What follows belongs to an exercise in optimizing a design on an open flow for small area, a short achievable clock period and few clock cycles; a production flow would make more cautious choices.
Only simulation tests tie the RTL to the original design; equivalence was not proved.

==> juniper: inputs <==
## kw26_core
module kw26_core (
    input  wire        clk,
    input  wire        rst,           
    input  wire        cmd_valid,
    output wire        cmd_ready,
    input  wire [99:0] cmd,
    output reg         out_valid,
    output reg  [7:0]  out_data,
    output reg         resp_valid,
    output reg  [3:0]  resp_status
);
    localparam [3:0] OP_KEY_LOAD   = 4'h1,
                     OP_KS_STEP    = 4'h2,
                     OP_KS_ADVANCE = 4'h3,
                     OP_KS_PEEK    = 4'h4,
                     OP_MSG_START  = 4'h5,
                     OP_ENC        = 4'h6,
                     OP_DEC        = 4'h7;
    localparam [3:0] ST_OK        = 4'd0,
                     ST_INVKEY    = 4'd1,
                     ST_ENCODING  = 4'd3,
                     ST_ILLEGAL   = 4'd4,
                     ST_SEQUENCE  = 4'd5;
    localparam [4:0] CODE_LTRS = 5'd31,
                     CODE_FIGS = 5'd27;
    function [30:0] fstep_a(input [30:0] s);    
        fstep_a = {s[29:0], s[30] ^ s[2]};
    endfunction
    function [30:0] step_a(input [30:0] g);     
        step_a = {g[29:0], g[30]} ^ ({31{g[30]}} & 31'd268435456);
    endfunction
    function [30:0] step5_a(input [30:0] g);
        step5_a = step_a(step_a(step_a(step_a(step_a(g)))));
    endfunction
    function [30:0] load_a(input [30:0] s);     
        begin
            load_a[0] = s[0] ^ s[3];
            load_a[1] = s[1] ^ s[4];
            load_a[2] = s[2] ^ s[5];
            load_a[3] = s[3] ^ s[6];
            load_a[4] = s[4] ^ s[7];
            load_a[5] = s[5] ^ s[8];
  ...
clock: 8.0 ns
lec_check: 0
cap_margin: 20
core_margin: 2
core_utilization: 50
place_density: 0.7
setup_slack_margin: 5
slew_margin: 20
run.sh (not shown) runs the stock make flow with config.mk's settings and CLKGATE_MAP_FILE= SYNTH_SCRIPT=/design/flow/synth_recipe.tcl, a recipe that flattens the netlist after the stock synthesis.
==> amber: changes against juniper <==
--- a/flow/design.v
+++ b/flow/design.v
@@ -100,24 +100,10 @@
             dec_a[28] = g[26] ^ g[29];
             dec_a[29] = g[28];
             dec_a[30] = g[30];
         end
     endfunction
-    function [9:0] ytap_a(input [30:0] g);       
-        begin
-            ytap_a[0] = g[30];
-            ytap_a[1] = g[29];
-            ytap_a[2] = g[28];
-            ytap_a[3] = g[27] ^ g[30];
-            ytap_a[4] = g[26] ^ g[29];
-            ytap_a[5] = g[25] ^ g[28];
-            ytap_a[6] = g[24] ^ g[27] ^ g[30];
-            ytap_a[7] = g[23] ^ g[26] ^ g[29];
-            ytap_a[8] = g[22] ^ g[25] ^ g[28];
-            ytap_a[9] = g[21] ^ g[24] ^ g[27] ^ g[30];
-        end
-    endfunction
     function [4:0] nxt5_a(input [30:0] g);       
         begin
             nxt5_a[4] = g[25] ^ g[28];
             nxt5_a[3] = g[24] ^ g[27] ^ g[30];
             nxt5_a[2] = g[23] ^ g[26] ^ g[29];
@@ -207,24 +193,10 @@
             dec_b[26] = g[24] ^ g[26];
             dec_b[27] = g[26] ^ g[28];
             dec_b[28] = g[28];
         end
     endfunction
-    function [9:0] ytap_b(input [28:0] g);       
-        begin
-            ytap_b[0] = g[28];
-            ytap_b[1] = g[27];
-            ytap_b[2] = g[26] ^ g[28];
-            ytap_b[3] = g[25] ^ g[27];
-            ytap_b[4] = g[24] ^ g[26] ^ g[28];
-            ytap_b[5] = g[23] ^ g[25] ^ g[27];
-            ytap_b[6] = g[22] ^ g[24] ^ g[26] ^ g[28];
-            ytap_b[7] = g[21] ^ g[23] ^ g[25] ^ g[27];
-            ytap_b[8] = g[20] ^ g[22] ^ g[24] ^ g[26] ^ g[28];
-            ytap_b[9] = g[19] ^ g[21] ^ g[23] ^ g[25] ^ g[27];
-        end
-    endfunction
     function [4:0] nxt5_b(input [28:0] g);       
         begin
             nxt5_b[4] = g[23] ^ g[25] ^ g[27];
             nxt5_b[3] = g[22] ^ g[24] ^ g[26] ^ g[28];
             nxt5_b[2] = g[21] ^ g[23] ^ g[25] ^ g[27];
@@ -302,24 +274,10 @@
             dec_c[20] = g[18];
             dec_c[21] = g[20];
             dec_c[22] = g[22];
         end
     endfunction
-    function [9:0] ytap_c(input [22:0] g);       
-        begin
-            ytap_c[0] = g[22];
-            ytap_c[1] = g[21];
-            ytap_c[2] = g[20];
-            ytap_c[3] = g[19];
-            ytap_c[4] = g[18];
-            ytap_c[5] = g[17] ^ g[22];
-            ytap_c[6] = g[16] ^ g[21];
-            ytap_c[7] = g[15] ^ g[20];
-            ytap_c[8] = g[14] ^ g[19];
-            ytap_c[9] = g[13] ^ g[18];
-        end
-    endfunction
     function [4:0] nxt5_c(input [22:0] g);       
         begin
             nxt5_c[4] = g[17] ^ g[22];
             nxt5_c[3] = g[16] ^ g[21];
             nxt5_c[2] = g[15] ^ g[20];
@@ -433,11 +391,11 @@
     wire [28:0] pb = scr[83:55];
     wire [22:0] pc = scr[54:32];
     reg        shift;       
     reg        rdy;
     reg        m_resp;      
-    reg        m_step, m_enc, m_grp2, m_dec, m_peek, m_adv;
+    reg        m_step, m_enc, m_grp2, m_dec, m_peek, m_adv, m_adlast;
     reg        p_first, peek_last;
     reg        c_bad, c_key, c_step, c_peek, c_msg, c_enc, c_dec;
     reg        e_seq, e_zhi, e_zmid, e_zlo3, e_zlo5, e_ka, e_kb, e_kc, e_kr;
     reg [4:0]  e_sym;       
     reg        e_inl, e_inf;
@@ -564,46 +522,10 @@
             nx_car_c = kap_c;
         end else if (car_c != 0) begin
             nx_car_c = car_c - 1'd1;
         end
     end
-    wire [3:0] kapnx_a = ({4'd0, nx_dg_a} >> 1) + (nx_car_a << 1);
-    wire [3:0] kapnx_b = ({4'd0, nx_dg_b} >> 1) + (nx_car_b << 1);
-    wire [3:0] kapnx_c = ({4'd0, nx_dg_c} >> 1) + (nx_car_c << 1);
-    wire [4:0] acnt_nx = acnt + 5'd1;
-    wire adv_end_nx = (acnt_nx >= 5'd17) && ((acnt_nx > 5'd17) ? (nx_car_a <= 4'd1) : (acnt_nx == 5'd17) && (kapnx_a == 4'd0)) && ((acnt_nx > 5'd16) ? (nx_car_b <= 4'd1) : (acnt_nx == 5'd16) && (kapnx_b == 4'd0)) && ((acnt_nx > 5'd13) ? (nx_car_c <= 4'd1) : (acnt_nx == 5'd13) && (kapnx_c == 4'd0));
-    wire [9:0] yt_a = ytap_a(ra);
-    reg  [4:0] ya_a;
-    always @(*) begin
-        if (acnt == 5'd17)
-            ya_a = {yt_a[dg_a[0:0] + 0], yt_a[dg_a[0:0] + 2], yt_a[dg_a[0:0] + 4], yt_a[dg_a[0:0] + 6], yt_a[dg_a[0:0] + 8]};
-        else if (acnt > 5'd17 && car_a != 0)
-            ya_a = {yt_a[1], yt_a[2], yt_a[3], yt_a[4], yt_a[5]};
-        else
-            ya_a = {yt_a[0], yt_a[1], yt_a[2], yt_a[3], yt_a[4]};
-    end
-    wire [9:0] yt_b = ytap_b(rb);
-    reg  [4:0] ya_b;
-    always @(*) begin
-        if (acnt == 5'd16)
-            ya_b = {yt_b[dg_b[0:0] + 0], yt_b[dg_b[0:0] + 2], yt_b[dg_b[0:0] + 4], yt_b[dg_b[0:0] + 6], yt_b[dg_b[0:0] + 8]};
-        else if (acnt > 5'd16 && car_b != 0)
-            ya_b = {yt_b[1], yt_b[2], yt_b[3], yt_b[4], yt_b[5]};
-        else
-            ya_b = {yt_b[0], yt_b[1], yt_b[2], yt_b[3], yt_b[4]};
-    end
-    wire [9:0] yt_c = ytap_c(rc);
-    reg  [4:0] ya_c;
-    always @(*) begin
-        if (acnt == 5'd13)
-            ya_c = {yt_c[dg_c[0:0] + 0], yt_c[dg_c[0:0] + 2], yt_c[dg_c[0:0] + 4], yt_c[dg_c[0:0] + 6], yt_c[dg_c[0:0] + 8]};
-        else if (acnt > 5'd13 && car_c != 0)
-            ya_c = {yt_c[1], yt_c[2], yt_c[3], yt_c[4], yt_c[5]};
-        else
-            ya_c = {yt_c[0], yt_c[1], yt_c[2], yt_c[3], yt_c[4]};
-    end
-    wire [4:0] ks5_adv = {combine(ya_a[4], ya_b[4], ya_c[4]), combine(ya_a[3], ya_b[3], ya_c[3]), combine(ya_a[2], ya_b[2], ya_c[2]), combine(ya_a[1], ya_b[1], ya_c[1]), combine(ya_a[0], ya_b[0], ya_c[0])};
     wire adv_end = (acnt >= 5'd17) && ((acnt > 5'd17) ? (car_a <= 4'd1) : (acnt == 5'd17) && (kap_a == 4'd0)) && ((acnt > 5'd16) ? (car_b <= 4'd1) : (acnt == 5'd16) && (kap_b == 4'd0)) && ((acnt > 5'd13) ? (car_c <= 4'd1) : (acnt == 5'd13) && (kap_c == 4'd0));
     reg shift_nx;
     always @(*) begin
         shift_nx = shift;
         if (!keyed)
@@ -626,11 +548,11 @@
                        (x_adv || (x_peek && !peek_one) ||
                         (x_enc && (shift_nx ? (enc[6] && !enc[5]) : (enc[5] && !enc[6])))));
         else if (m_peek)
             rdy_nx = f_peek || (nreg[31:0] == 32'd2);
         else if (m_adv)
-            rdy_nx = adv_end_nx;
+            rdy_nx = adv_end;
         else
             rdy_nx = 1'b1;
     end
     always @(posedge clk) begin
         scr[114:96] <= pk_nx[82:64];
@@ -657,12 +579,12 @@
                     combine(seed_a[26], seed_b[24], seed_c[18])};
         else if (m_step && !f_step)
             ks5 <= {ks5[3:0], ks5_n5[4]};
         else if ((m_enc && !f_enc) || m_grp2 || (m_dec && !f_dec))
             ks5 <= ks5_n5;
-        else if (m_adv)
-            ks5 <= ks5_adv;
+        else if (m_adv || m_adlast)
+            ks5 <= ks5_ra;
         c_bad     <= !(o_key || o_step || o_adv || o_peek || o_msg || o_enc || o_dec);
         c_key     <= o_key;
         c_step    <= o_step;
         c_peek    <= o_peek;
         c_msg     <= o_msg;
@@ -712,10 +634,11 @@
             m_enc      <= 1'b0;
             m_grp2     <= 1'b0;
             m_dec      <= 1'b0;
             m_peek     <= 1'b0;
             m_adv      <= 1'b0;
+            m_adlast   <= 1'b0;
         end else begin
             out_valid   <= 1'b0;
             resp_valid  <= 1'b0;
             resp_status <= ST_OK;
             rdy         <= rdy_nx;
@@ -808,14 +731,18 @@
                 else if (acnt == 5'd13)
                     rc <= st_c_1;
                 else if (car_c != 0)
                     rc <= step_c(rc);
                 if (adv_end) begin
-                    resp_valid <= 1'b1;
-                    m_adv      <= 1'b0;
+                    m_adv    <= 1'b0;
+                    m_adlast <= 1'b1;
                 end
             end
+            if (m_adlast) begin
+                resp_valid <= 1'b1;
+                m_adlast   <= 1'b0;
+            end
             if (take) begin
                 e_sym  <= o_enc ? enc[4:0] : arg[4:0];
                 m_resp <= !(x_step || x_enc || x_dec || x_peek || x_adv);
                 m_step <= x_step;
                 m_enc  <= x_enc;
- CORE_UTILIZATION: 50 -> 62
- PLACE_DENSITY: 0.7 -> 0.8
==> maple: changes against juniper <==
--- a/flow/design.v
+++ b/flow/design.v
@@ -100,24 +100,10 @@
             dec_a[28] = g[26] ^ g[29];
             dec_a[29] = g[28];
             dec_a[30] = g[30];
         end
     endfunction
-    function [9:0] ytap_a(input [30:0] g);       
-        begin
-            ytap_a[0] = g[30];
-            ytap_a[1] = g[29];
-            ytap_a[2] = g[28];
-            ytap_a[3] = g[27] ^ g[30];
-            ytap_a[4] = g[26] ^ g[29];
-            ytap_a[5] = g[25] ^ g[28];
-            ytap_a[6] = g[24] ^ g[27] ^ g[30];
-            ytap_a[7] = g[23] ^ g[26] ^ g[29];
-            ytap_a[8] = g[22] ^ g[25] ^ g[28];
-            ytap_a[9] = g[21] ^ g[24] ^ g[27] ^ g[30];
-        end
-    endfunction
     function [4:0] nxt5_a(input [30:0] g);       
         begin
             nxt5_a[4] = g[25] ^ g[28];
             nxt5_a[3] = g[24] ^ g[27] ^ g[30];
             nxt5_a[2] = g[23] ^ g[26] ^ g[29];
@@ -207,24 +193,10 @@
             dec_b[26] = g[24] ^ g[26];
             dec_b[27] = g[26] ^ g[28];
             dec_b[28] = g[28];
         end
     endfunction
-    function [9:0] ytap_b(input [28:0] g);       
-        begin
-            ytap_b[0] = g[28];
-            ytap_b[1] = g[27];
-            ytap_b[2] = g[26] ^ g[28];
-            ytap_b[3] = g[25] ^ g[27];
-            ytap_b[4] = g[24] ^ g[26] ^ g[28];
-            ytap_b[5] = g[23] ^ g[25] ^ g[27];
-            ytap_b[6] = g[22] ^ g[24] ^ g[26] ^ g[28];
-            ytap_b[7] = g[21] ^ g[23] ^ g[25] ^ g[27];
-            ytap_b[8] = g[20] ^ g[22] ^ g[24] ^ g[26] ^ g[28];
-            ytap_b[9] = g[19] ^ g[21] ^ g[23] ^ g[25] ^ g[27];
-        end
-    endfunction
     function [4:0] nxt5_b(input [28:0] g);       
         begin
             nxt5_b[4] = g[23] ^ g[25] ^ g[27];
             nxt5_b[3] = g[22] ^ g[24] ^ g[26] ^ g[28];
             nxt5_b[2] = g[21] ^ g[23] ^ g[25] ^ g[27];
@@ -302,24 +274,10 @@
             dec_c[20] = g[18];
             dec_c[21] = g[20];
             dec_c[22] = g[22];
         end
     endfunction
-    function [9:0] ytap_c(input [22:0] g);       
-        begin
-            ytap_c[0] = g[22];
-            ytap_c[1] = g[21];
-            ytap_c[2] = g[20];
-            ytap_c[3] = g[19];
-            ytap_c[4] = g[18];
-            ytap_c[5] = g[17] ^ g[22];
-            ytap_c[6] = g[16] ^ g[21];
-            ytap_c[7] = g[15] ^ g[20];
-            ytap_c[8] = g[14] ^ g[19];
-            ytap_c[9] = g[13] ^ g[18];
-        end
-    endfunction
     function [4:0] nxt5_c(input [22:0] g);       
         begin
             nxt5_c[4] = g[17] ^ g[22];
             nxt5_c[3] = g[16] ^ g[21];
             nxt5_c[2] = g[15] ^ g[20];
@@ -433,11 +391,11 @@
     wire [28:0] pb = scr[83:55];
     wire [22:0] pc = scr[54:32];
     reg        shift;       
     reg        rdy;
     reg        m_resp;      
-    reg        m_step, m_enc, m_grp2, m_dec, m_peek, m_adv;
+    reg        m_step, m_enc, m_grp2, m_dec, m_peek, m_adv, m_adlast;
     reg        p_first, peek_last;
     reg        c_bad, c_key, c_step, c_peek, c_msg, c_enc, c_dec;
     reg        e_seq, e_zhi, e_zmid, e_zlo3, e_zlo5, e_ka, e_kb, e_kc, e_kr;
     reg [4:0]  e_sym;       
     reg        e_inl, e_inf;
@@ -564,46 +522,10 @@
             nx_car_c = kap_c;
         end else if (car_c != 0) begin
             nx_car_c = car_c - 1'd1;
         end
     end
-    wire [3:0] kapnx_a = ({4'd0, nx_dg_a} >> 1) + (nx_car_a << 1);
-    wire [3:0] kapnx_b = ({4'd0, nx_dg_b} >> 1) + (nx_car_b << 1);
-    wire [3:0] kapnx_c = ({4'd0, nx_dg_c} >> 1) + (nx_car_c << 1);
-    wire [4:0] acnt_nx = acnt + 5'd1;
-    wire adv_end_nx = (acnt_nx >= 5'd17) && ((acnt_nx > 5'd17) ? (nx_car_a <= 4'd1) : (acnt_nx == 5'd17) && (kapnx_a == 4'd0)) && ((acnt_nx > 5'd16) ? (nx_car_b <= 4'd1) : (acnt_nx == 5'd16) && (kapnx_b == 4'd0)) && ((acnt_nx > 5'd13) ? (nx_car_c <= 4'd1) : (acnt_nx == 5'd13) && (kapnx_c == 4'd0));
-    wire [9:0] yt_a = ytap_a(ra);
-    reg  [4:0] ya_a;
-    always @(*) begin
-        if (acnt == 5'd17)
-            ya_a = {yt_a[dg_a[0:0] + 0], yt_a[dg_a[0:0] + 2], yt_a[dg_a[0:0] + 4], yt_a[dg_a[0:0] + 6], yt_a[dg_a[0:0] + 8]};
-        else if (acnt > 5'd17 && car_a != 0)
-            ya_a = {yt_a[1], yt_a[2], yt_a[3], yt_a[4], yt_a[5]};
-        else
-            ya_a = {yt_a[0], yt_a[1], yt_a[2], yt_a[3], yt_a[4]};
-    end
-    wire [9:0] yt_b = ytap_b(rb);
-    reg  [4:0] ya_b;
-    always @(*) begin
-        if (acnt == 5'd16)
-            ya_b = {yt_b[dg_b[0:0] + 0], yt_b[dg_b[0:0] + 2], yt_b[dg_b[0:0] + 4], yt_b[dg_b[0:0] + 6], yt_b[dg_b[0:0] + 8]};
-        else if (acnt > 5'd16 && car_b != 0)
-            ya_b = {yt_b[1], yt_b[2], yt_b[3], yt_b[4], yt_b[5]};
-        else
-            ya_b = {yt_b[0], yt_b[1], yt_b[2], yt_b[3], yt_b[4]};
-    end
-    wire [9:0] yt_c = ytap_c(rc);
-    reg  [4:0] ya_c;
-    always @(*) begin
-        if (acnt == 5'd13)
-            ya_c = {yt_c[dg_c[0:0] + 0], yt_c[dg_c[0:0] + 2], yt_c[dg_c[0:0] + 4], yt_c[dg_c[0:0] + 6], yt_c[dg_c[0:0] + 8]};
-        else if (acnt > 5'd13 && car_c != 0)
-            ya_c = {yt_c[1], yt_c[2], yt_c[3], yt_c[4], yt_c[5]};
-        else
-            ya_c = {yt_c[0], yt_c[1], yt_c[2], yt_c[3], yt_c[4]};
-    end
-    wire [4:0] ks5_adv = {combine(ya_a[4], ya_b[4], ya_c[4]), combine(ya_a[3], ya_b[3], ya_c[3]), combine(ya_a[2], ya_b[2], ya_c[2]), combine(ya_a[1], ya_b[1], ya_c[1]), combine(ya_a[0], ya_b[0], ya_c[0])};
     wire adv_end = (acnt >= 5'd17) && ((acnt > 5'd17) ? (car_a <= 4'd1) : (acnt == 5'd17) && (kap_a == 4'd0)) && ((acnt > 5'd16) ? (car_b <= 4'd1) : (acnt == 5'd16) && (kap_b == 4'd0)) && ((acnt > 5'd13) ? (car_c <= 4'd1) : (acnt == 5'd13) && (kap_c == 4'd0));
     reg shift_nx;
     always @(*) begin
         shift_nx = shift;
         if (!keyed)
@@ -626,11 +548,11 @@
                        (x_adv || (x_peek && !peek_one) ||
                         (x_enc && (shift_nx ? (enc[6] && !enc[5]) : (enc[5] && !enc[6])))));
         else if (m_peek)
             rdy_nx = f_peek || (nreg[31:0] == 32'd2);
         else if (m_adv)
-            rdy_nx = adv_end_nx;
+            rdy_nx = adv_end;
         else
             rdy_nx = 1'b1;
     end
     always @(posedge clk) begin
         scr[114:96] <= pk_nx[82:64];
@@ -657,12 +579,12 @@
                     combine(seed_a[26], seed_b[24], seed_c[18])};
         else if (m_step && !f_step)
             ks5 <= {ks5[3:0], ks5_n5[4]};
         else if ((m_enc && !f_enc) || m_grp2 || (m_dec && !f_dec))
             ks5 <= ks5_n5;
-        else if (m_adv)
-            ks5 <= ks5_adv;
+        else if (m_adv || m_adlast)
+            ks5 <= ks5_ra;
         c_bad     <= !(o_key || o_step || o_adv || o_peek || o_msg || o_enc || o_dec);
         c_key     <= o_key;
         c_step    <= o_step;
         c_peek    <= o_peek;
         c_msg     <= o_msg;
@@ -712,10 +634,11 @@
             m_enc      <= 1'b0;
             m_grp2     <= 1'b0;
             m_dec      <= 1'b0;
             m_peek     <= 1'b0;
             m_adv      <= 1'b0;
+            m_adlast   <= 1'b0;
         end else begin
             out_valid   <= 1'b0;
             resp_valid  <= 1'b0;
             resp_status <= ST_OK;
             rdy         <= rdy_nx;
@@ -808,14 +731,18 @@
                 else if (acnt == 5'd13)
                     rc <= st_c_1;
                 else if (car_c != 0)
                     rc <= step_c(rc);
                 if (adv_end) begin
-                    resp_valid <= 1'b1;
-                    m_adv      <= 1'b0;
+                    m_adv    <= 1'b0;
+                    m_adlast <= 1'b1;
                 end
             end
+            if (m_adlast) begin
+                resp_valid <= 1'b1;
+                m_adlast   <= 1'b0;
+            end
             if (take) begin
                 e_sym  <= o_enc ? enc[4:0] : arg[4:0];
                 m_resp <= !(x_step || x_enc || x_dec || x_peek || x_adv);
                 m_step <= x_step;
                 m_enc  <= x_enc;
- CORE_UTILIZATION: 50 -> 55
- PLACE_DENSITY: 0.7 -> 0.65
==> metrics.cfg <==
[placement]
routabilityCongestion = 0.9661
dp_slack_ns = 3.685

[finish]
stdcell_area_sq_um = 32400

[synthesis]
yosysMostFrequentCell = nand2_1

[worst_hold_path]
holdCritStartpoint = scr[100]

[run_status]
status = complete, no violations

[end of results for juniper]
==> metrics.cfg <==
[setup_path]
crit_end = ra[11]

[worst_hold_path]
min_to = scr[107]

[power]
share_seq_of_total_power_pct = 35.0

[run_status]
status = complete, no violations

[synthesis]
yosysMostFrequentCell = o21ai_0

[placement]
dp_slack_ns = 3.589
placed_area_sq_um = 29130

[finish]
nNonClkBuffers = 215
stdcell_area_sq_um = 31970

[floorplanning]
die-area_sq_um = 46880

[end of results for amber]
==> metrics.cfg <==
[placement]
dp_slack_ns = 3.505
routabilityCongestion = 0.9962

[setup_path]
crit_path_start_kind = primary input
path_max_fanout = 6

[run_status]
status = complete, no violations

[finish]
stdcell_area_sq_um = 32320

[synthesis]
yosysMostFrequentCell = o21ai_0

[worst_hold_path]
holdCritStartpoint = scr[96]

[end of results for maple]
Testbench counts of juniper, summed over its fixed seeds: cycles 1,203.
Testbench counts of amber, summed over its fixed seeds: cycles 1,227.
Testbench counts of maple, summed over its fixed seeds: cycles 1,227.

[separate check: timing with driven ports]
The results above use ideal ports. As a check the final layouts listed here were re-extracted and re-timed, cells and wires unchanged. Step 1 assumes that a clkbuf_16 drives the clock port and a buf_2 every other input. Step 2 adds t to the input delays and takes it off the output delays; t is the mean of the earliest and latest rising clock arrival at the registers after step 1. Input paths then give back, and output paths get back, about the clock's delay inside the block. Slacks: ideal ports / drivers / drivers and shift; pairs: ideal ports / drivers.
run | shift t [ns] | setup WS [ns] | slew at the worst register clock pin (ns) | pins driven straight from the clock port
juniper | 0.659 | 4.952 / 4.989 / 4.329 | 0.07 / 0.07 | 1
amber | 0.654 | 4.825 / 4.825 / 4.380 | 0.07 / 0.07 | 1
maple | 0.662 | 4.940 / 4.983 / 4.321 | 0.07 / 0.07 | 1
After both steps every run listed still meets setup and hold. The setup slack of juniper, which loses most, moves by +0.037 ns with the drivers and by -0.623 ns with both steps.
